What follows belongs to an exercise in optimizing a design on an open flow for small area, a short achievable clock period and few clock cycles; a production flow would make more cautious choices. The RTL was checked by simulation tests, not by an equivalence proof against the original design. Power and IR drop assume default switching activity.

Design dither_mono, start of the top module:
module dither_mono #(
    parameter W = 32
) (
    input  wire        clk,
    input  wire        rst,
    input  wire        in_valid,
    output wire        in_ready,
    input  wire [15:0] in_pixel,
    input  wire        in_sof,
    input  wire [7:0]  cfg_thr,
    input  wire        cfg_dither,
    output wire        out_valid,
    input  wire        out_ready,
    output wire [7:0]  out_byte
);
Size: about 2600 cells after synthesis, about 640 flip-flops, roughly 31000 um^2 of cells after synthesis.
clock: 13.0 ns
lec_check: 0
cap_margin: 20
core_margin: 2
core_utilization: 40
cts_buf_list: sky130_fd_sc_hd__clkbuf_4 sky130_fd_sc_hd__clkbuf_8
place_density: 0.6
slew_margin: 20
run.sh (not shown) runs the stock make flow with config.mk's settings and CLKGATE_MAP_FILE= SYNTH_SCRIPT=/design/flow/synth_recipe.tcl, a recipe that flattens the netlist after the stock synthesis.
Testbench counts at the start, summed over its fixed seeds: cycles 20,640.
Then changed:
==> flow/config.mk (replaced) <==
export PLATFORM = sky130hd
export DESIGN_NAME = dither_mono
export DESIGN_NICKNAME = dither_mono
export VERILOG_FILES = /design/flow/design.v
export SDC_FILE = /design/flow/constraint.sdc
export NUM_CORES = 4
export LEC_CHECK = 0
export CAP_MARGIN = 70
export CORE_MARGIN = 2
export CORE_UTILIZATION = 60
export PLACE_DENSITY = 0.7
export SLEW_MARGIN = 70
=> The changed run went through all stages and came out clean; combinational power came out higher by 7.6%; via count came out higher by about 0.53%; routed wire length came out lower by about 3.5%; die area came out lower by about 33%; hold slack is better by 0.0076 ns; design area came out higher by 2.0%; register-to-register slack is better by 0.24 ns; clock skew came out lower by 0.037 ns.
Then changed:
--- a/flow/config.mk
+++ b/flow/config.mk
@@ -7,6 +7,6 @@
 export LEC_CHECK = 0
-export CAP_MARGIN = 70
+export CAP_MARGIN = 20
 export CORE_MARGIN = 2
-export CORE_UTILIZATION = 60
-export PLACE_DENSITY = 0.7
-export SLEW_MARGIN = 70
+export CORE_UTILIZATION = 40
+export PLACE_DENSITY = 0.6
+export SLEW_MARGIN = 20
What happened:
- cell area is lower slightly
- total power drops slightly
- via count came out lower slightly
- utilization came out lower by 24 points
- sequential power stays flat
- setup slack loses 0.20 ns
- hold slack gets worse by 0.022 ns
- non-clock buffer count shrinks by 40
- area after synthesis stays the same
- maximum frequency goes down by a few percent


dither_mono, a different RTL version from the one above (not shown whole).
Size in the first run: ~2000 cells after synthesis, roughly 650 flip-flops, ~40 I/O pins, about 0.030 mm² of cells after synthesis.
Design dither_mono, start of the top module:
module dither_mono #(
    parameter W = 32
) (
    input  wire        clk,
    input  wire        rst,
    input  wire        in_valid,
    output wire        in_ready,
    input  wire [15:0] in_pixel,
    input  wire        in_sof,
    input  wire [7:0]  cfg_thr,
    input  wire        cfg_dither,
    output wire        out_valid,
    input  wire        out_ready,
    output wire [7:0]  out_byte
);
    function [5:0] q7_off(input [6:0] s);
        case (s)
        7'd0: q7_off = 6'd0;
        7'd1: q7_off = 6'd0;
        7'd2: q7_off = 6'd0;
        7'd3: q7_off = 6'd1;
        7'd4: q7_off = 6'd1;
        7'd5: q7_off = 6'd2;
        7'd6: q7_off = 6'd2;
        7'd7: q7_off = 6'd3;
        7'd8: q7_off = 6'd3;
        7'd9: q7_off = 6'd3;
        7'd10: q7_off = 6'd4;
        7'd11: q7_off = 6'd4;
        7'd12: q7_off = 6'd5;
        7'd13: q7_off = 6'd5;
        7'd14: q7_off = 6'd6;
        7'd15: q7_off = 6'd6;
        7'd16: q7_off = 6'd7;
        7'd17: q7_off = 6'd7;
        7'd18: q7_off = 6'd7;
        7'd19: q7_off = 6'd8;
        7'd20: q7_off = 6'd8;
        7'd21: q7_off = 6'd9;
        7'd22: q7_off = 6'd9;
        7'd23: q7_off = 6'd10;
        7'd24: q7_off = 6'd10;
        7'd25: q7_off = 6'd10;
        7'd26: q7_off = 6'd11;
        7'd27: q7_off = 6'd11;
        7'd28: q7_off = 6'd12;
        7'd29: q7_off = 6'd12;
        7'd30: q7_off = 6'd13;
        7'd31: q7_off = 6'd13;
        7'd32: q7_off = 6'd14;
        7'd33: q7_off = 6'd14;
        7'd34: q7_off = 6'd14;
        7'd35: q7_off = 6'd15;
        7'd36: q7_off = 6'd15;
        7'd37: q7_off = 6'd16;
        7'd38: q7_off = 6'd16;
        7'd39: q7_off = 6'd17;
        7'd40: q7_off = 6'd17;
        7'd41: q7_off = 6'd17;
        7'd42: q7_off = 6'd18;
        7'd43: q7_off = 6'd18;
        7'd44: q7_off = 6'd19;
        7'd45: q7_off = 6'd19;
        7'd46: q7_off = 6'd20;
        7'd47: q7_off = 6'd20;
  ...
Settings: LEC_CHECK=0, CAP_MARGIN=20, CORE_MARGIN=2, CORE_UTILIZATION=60, CTS_CLUSTER_DIAMETER=70, CTS_CLUSTER_SIZE=45, PLACE_DENSITY=0.7, SLEW_MARGIN=20; clock period 13.0 ns.
standard.sh (not shown) runs the stock make flow with config.mk's settings and CLKGATE_MAP_FILE= SYNTH_SCRIPT=/design/flow/synth_recipe.tcl, a recipe that flattens the netlist after the stock synthesis.
==> flow/flow/run.sh <==
#!/bin/bash
# The standard layout, with every port buffered by a buf_4 instead of the
# default port buffer, and timing repair aiming for more setup slack than
# the clock period needs.
set -euo pipefail
export BUFFER_PORTS_ARGS="-buffer_cell sky130_fd_sc_hd__buf_4"
export SETUP_SLACK_MARGIN=9.3
bash standard.sh finish > flow_make.log 2>&1
Testbench counts at the start, summed over its fixed seeds: cycles 20,640.
==> next run, changes <==
CTS_BUF_LIST = sky130_fd_sc_hd__clkbuf_8 sky130_fd_sc_hd__clkbuf_16   (was default)
CTS_CLUSTER_DIAMETER = 60   (was 70)
CTS_CLUSTER_SIZE = 25   (was 45)
Result: The changed run completed without violations. Clock power grows by about 6%. Count of clock-buffer cells in the layout grows by 3. Worst setup slack gets better by 10 ps. Via count grows by 0.91%. Total power grows by 1.9%. Core utilization grows by 0.51 points. Cell count grows by 0.44%. Cell area grows by 0.77%.
==> next run, changes <==
CORE_UTILIZATION = 70   (was 60)
CTS_BUF_LIST = default   (was sky130_fd_sc_hd__clkbuf_8 sky130_fd_sc_hd__clkbuf_16)
PLACE_DENSITY = 0.8   (was 0.7)
Die area shrinks by 14%.
Routed wire length is about the same.
Clock power is about the same.
Global-route usage grows by 4.4 points.
Power shrinks by 2.5%.
Setup slack got worse by 20 ps.
Cell area shrinks by 1.5%.
Fmax shrinks by 0.55%.
Utilization grows by 9.9 points.
==> next run, changes <==
CORE_UTILIZATION = 60   (was 70)
CTS_BUF_LIST = sky130_fd_sc_hd__clkbuf_8   (was default)
CTS_CLUSTER_DIAMETER = 45   (was 60)
CTS_CLUSTER_SIZE = 18   (was 25)
PLACE_DENSITY = 0.7   (was 0.8)
Effect:
- The new run passed the timing, DRC and antenna checks
- final cell count rose by 7.3%
- clock-buffer cell count rose by 26
- wire length fell by 1.4%


## oak
dither_mono, a different RTL version from the one above (not shown whole).
Size: roughly 620 flip-flops, ~40 I/O pins, ~28000 um2 of cells after synthesis.
Settings: LEC_CHECK=0, CAP_MARGIN=20, CORE_MARGIN=2, CORE_UTILIZATION=65, CTS_CLUSTER_DIAMETER=60, CTS_CLUSTER_SIZE=25, PLACE_DENSITY=0.75, SLEW_MARGIN=20; clock period 13.0 ns.
Scripts as last shown in full above: flow/flow/run.sh
Every stage of the flow completed for oak, and the final layout passed the timing, DRC and antenna checks.
Testbench counts of oak, summed over its fixed seeds: cycles 20,640.
For pine, these inputs were changed with respect to oak:
Settings: changing CORE_UTILIZATION from 65 to 55; changing PLACE_DENSITY from 0.75 to 0.65.
[summary]
Between pine and oak, it is pine whose fill cell instance count of the final layout is higher, by 1070. Relative to oak, the final instance area measured on pine has increased slightly. Higher average wire per standard cell was reported by oak, not pine. Post-place setup slack for pine is higher than for oak. Relative area change from synthesis to final layout, pine and oak: higher on pine. Where detailed placer's ending HPWL is concerned, oak is better than pine. Diff pine..oak | wire length on met2 | negligible. pine vs oak — die span in x rose 18 um.
Modified inputs, birch compared to pine
Settings: PLACE_DENSITY: 0.65 -> 0.7; CORE_UTILIZATION: 55 -> 60.
diff --git a/flow/flow/run.sh b/flow/flow/run.sh
--- a/flow/flow/run.sh
+++ b/flow/flow/run.sh
@@ -6,3 +6,3 @@
 export BUFFER_PORTS_ARGS="-buffer_cell sky130_fd_sc_hd__buf_4"
-export SETUP_SLACK_MARGIN=9.3
+export SETUP_SLACK_MARGIN=9.2
 bash standard.sh finish > flow_make.log 2>&1
==> comparison <==
Every run (pine and birch) finished clean.
Clock distribution area overhead in the final layout was higher in the run labelled pine.
pine and birch ended up with nearly the same estimated wirelength of the detail-placed design.
The combinational power was comparable across pine and birch.
#### Input delta (maple over birch)
diff --git a/flow/flow/run.sh b/flow/flow/run.sh
--- a/flow/flow/run.sh
+++ b/flow/flow/run.sh
@@ -6,3 +6,3 @@
 export BUFFER_PORTS_ARGS="-buffer_cell sky130_fd_sc_hd__buf_4"
-export SETUP_SLACK_MARGIN=9.2
+export SETUP_SLACK_MARGIN=9.3
 bash standard.sh finish > flow_make.log 2>&1
Notes after the runs:
birch → maple: post-route clock period utilization saw little to no change, reported clock group power barely changed. Wire: maple routes more than birch. Diff maple and birch: via count of the first global-routing pass higher in maple. maple -> birch: number of failing hold endpoints at the final stage delta 0, exact match. Comparing maple and birch, the lower clock period minus final worst setup slack is on birch. Relative to birch, the proportion of layout cells with a drive suffix above 1 of maple is higher by 0.40 points. The clock network fraction of design power on birch is in line with that on maple.


Another version of the RTL of dither_mono (not shown whole).
Size in the first run: ~2,100 cells after synthesis, ~40 I/O pins, ~30,000 sq um of cells after synthesis.
clock: 13.0 ns
lec_check: 0
cap_margin: 20
core_margin: 2
core_utilization: 40
cts_cluster_diameter: 80
cts_cluster_size: 30
place_density: 0.6
slew_margin: 20
run.sh (not shown) runs the stock make flow with config.mk's settings and CLKGATE_MAP_FILE= SYNTH_SCRIPT=/design/flow/synth_recipe.tcl, a recipe that flattens the netlist after the stock synthesis.
Stock flow here: none of the scripts above is used.
The first run produced a clean layout.
Testbench counts at the start, summed over its fixed seeds: cycles 20,640.
==> next run, changes <==
==> flow/flow/run.sh (new file) <==
#!/bin/bash
# The standard layout, with every port buffered by a buf_4 instead of the
# default port buffer.
set -euo pipefail
export BUFFER_PORTS_ARGS="-buffer_cell sky130_fd_sc_hd__buf_4"
bash standard.sh finish > flow_make.log 2>&1
==> flow/standard.sh (new file) <==
#!/bin/bash
# synth_recipe.tcl (not shown) runs the flow's synth.tcl, then flattens the netlist and writes it again
# the make line also repeats each setting of config.mk as NAME=value (left out here)
make -C /OpenROAD-flow-scripts/flow DESIGN_CONFIG=/design/flow/config.mk WORK_HOME=/design/flow/orfs CLKGATE_MAP_FILE= SYNTH_SCRIPT=/design/flow/synth_recipe.tcl "${@:-finish}"
Settings changed: CTS_CLUSTER_DIAMETER 80 to default, CTS_CLUSTER_SIZE 30 to default.
removed: flow/run.sh
The new run passed the timing, DRC and antenna checks.
Routed wire length climbs by 2.6%.
Worst setup slack improves by 0.13 ns.
Sequential share of layout area fell by 1.9 points.
Power grows by 10%.
Via count rises by 1.7%.
Final cell count climbs by 2.4%.
Fmax climbs by 3.0%.
Non-clock buffer count grows by 1.
Critical path depth does not change.
Core utilization came out higher by 1.5 points.
Hold slack improves by 0.0053 ns.
==> next run, changes <==
--- a/flow/flow/run.sh
+++ b/flow/flow/run.sh
@@ -3 +3,2 @@
-# default port buffer.
+# default port buffer, and timing repair aiming for more setup slack than
+# the clock period needs.
@@ -5,0 +7 @@
+export SETUP_SLACK_MARGIN=9.3
Settings changed: CTS_CLUSTER_DIAMETER from default to 60, CTS_CLUSTER_SIZE from default to 25.
Count of clock-buffer cells in the layout drops by 34.
Final cell count drops by 0.41%.
Wire length climbs by 1.4%.
Via count climbs by 0.30%.
First-iteration DRC count climbs by 3.5%.
Setup slack gains 0.71 ns.
Clock power drops by 18%.
Core utilization stays flat.
Synthesized cell count stays the same.
==> next run, changes <==
--- a/flow/flow/run.sh
+++ b/flow/flow/run.sh
@@ -7 +7 @@
-export SETUP_SLACK_MARGIN=9.3
+export SETUP_SLACK_MARGIN=9.6
Settings changed: CORE_UTILIZATION 40 to 60, PLACE_DENSITY 0.6 to 0.7.
Effect: Design area decreases by 0.32%. Setup slack is better by 0.028 ns. Power goes up by 1.5%. Clock power drops by about 10%. Maximum frequency went up by 0.75%. Sequential share of layout area went up by 0.16 points. Clock skew is lower by 0.028 ns.

## static timing again, ports no longer ideal
How much do the figures lean on ideal ports? The routed layouts below were timed once more, with nothing changed but the port constraints. Step 1 assumes that a clkbuf_16 drives the clock port and a buf_2 every other input. Step 2 moves the port delays by t, midway between the first and last clock arrival at a register: inputs arrive t later, outputs are due t later. That takes back most of the time a late clock gives input paths. Three values: ideal, step 1, step 2; two values: the first two.
| run | shift t [ns] | setup slack, ns | worst setup path at the end | slew at the worst register clock pin (ns) | worst slew at a driven data input, ns |
|---|---|---|---|---|---|
| the first run of note 1 | 0.748 | 8.146 / 8.146 / 8.146 | register to register | 0.07 / 0.07 | 0.06 |
| the second run of note 1 | 0.672 | 8.384 / 8.384 / 8.384 | register to register | 0.07 / 0.07 | 0.06 |
| the third run of note 1 | 0.653 | 8.187 / 8.187 / 8.187 | register to register | 0.07 / 0.07 | 0.05 |
| the first run of note 2 | 0.622 | 9.297 / 9.238 / 8.908 | input to register | 0.12 / 0.12 | 0.04 |
| the second run of note 2 | 0.629 | 9.307 / 9.252 / 8.913 | input to register | 0.09 / 0.09 | 0.03 |
| the third run of note 2 | 0.638 | 9.287 / 9.228 / 8.896 | input to register | 0.10 / 0.10 | 0.04 |
| the fourth run of note 2 | 0.708 | 9.198 / 9.146 / 8.906 | input to register | 0.11 / 0.11 | 0.04 |
| oak | 0.639 | 9.281 / 9.224 / 9.049 | input to register | 0.10 / 0.10 | 0.05 |
| pine | 0.637 | 9.296 / 9.239 / 9.035 | input to register | 0.09 / 0.09 | 0.05 |
| birch | 0.637 | 9.287 / 9.232 / 9.066 | input to register | 0.10 / 0.10 | 0.07 |
| maple | 0.632 | 9.278 / 9.225 / 9.057 | input to register | 0.10 / 0.10 | 0.07 |
| the first run of note 4 | 0.686 | 8.412 / 8.412 / 8.412 | register to register | 0.12 / 0.12 | 0.06 |
| the second run of note 4 | 0.665 | 8.546 / 8.546 / 8.546 | register to register | 0.06 / 0.06 | 0.06 |
| the third run of note 4 | 0.684 | 9.257 / 9.191 / 8.763 | input to register | 0.10 / 0.10 | 0.07 |
| the fourth run of note 4 | 0.644 | 9.285 / 9.229 / 9.089 | input to register | 0.10 / 0.10 | 0.04 |
After both steps setup and hold are still met in every run listed. For the third run of note 4, which loses most, drivers alone change the setup slack by -0.066 ns; drivers and shift together by -0.494 ns.
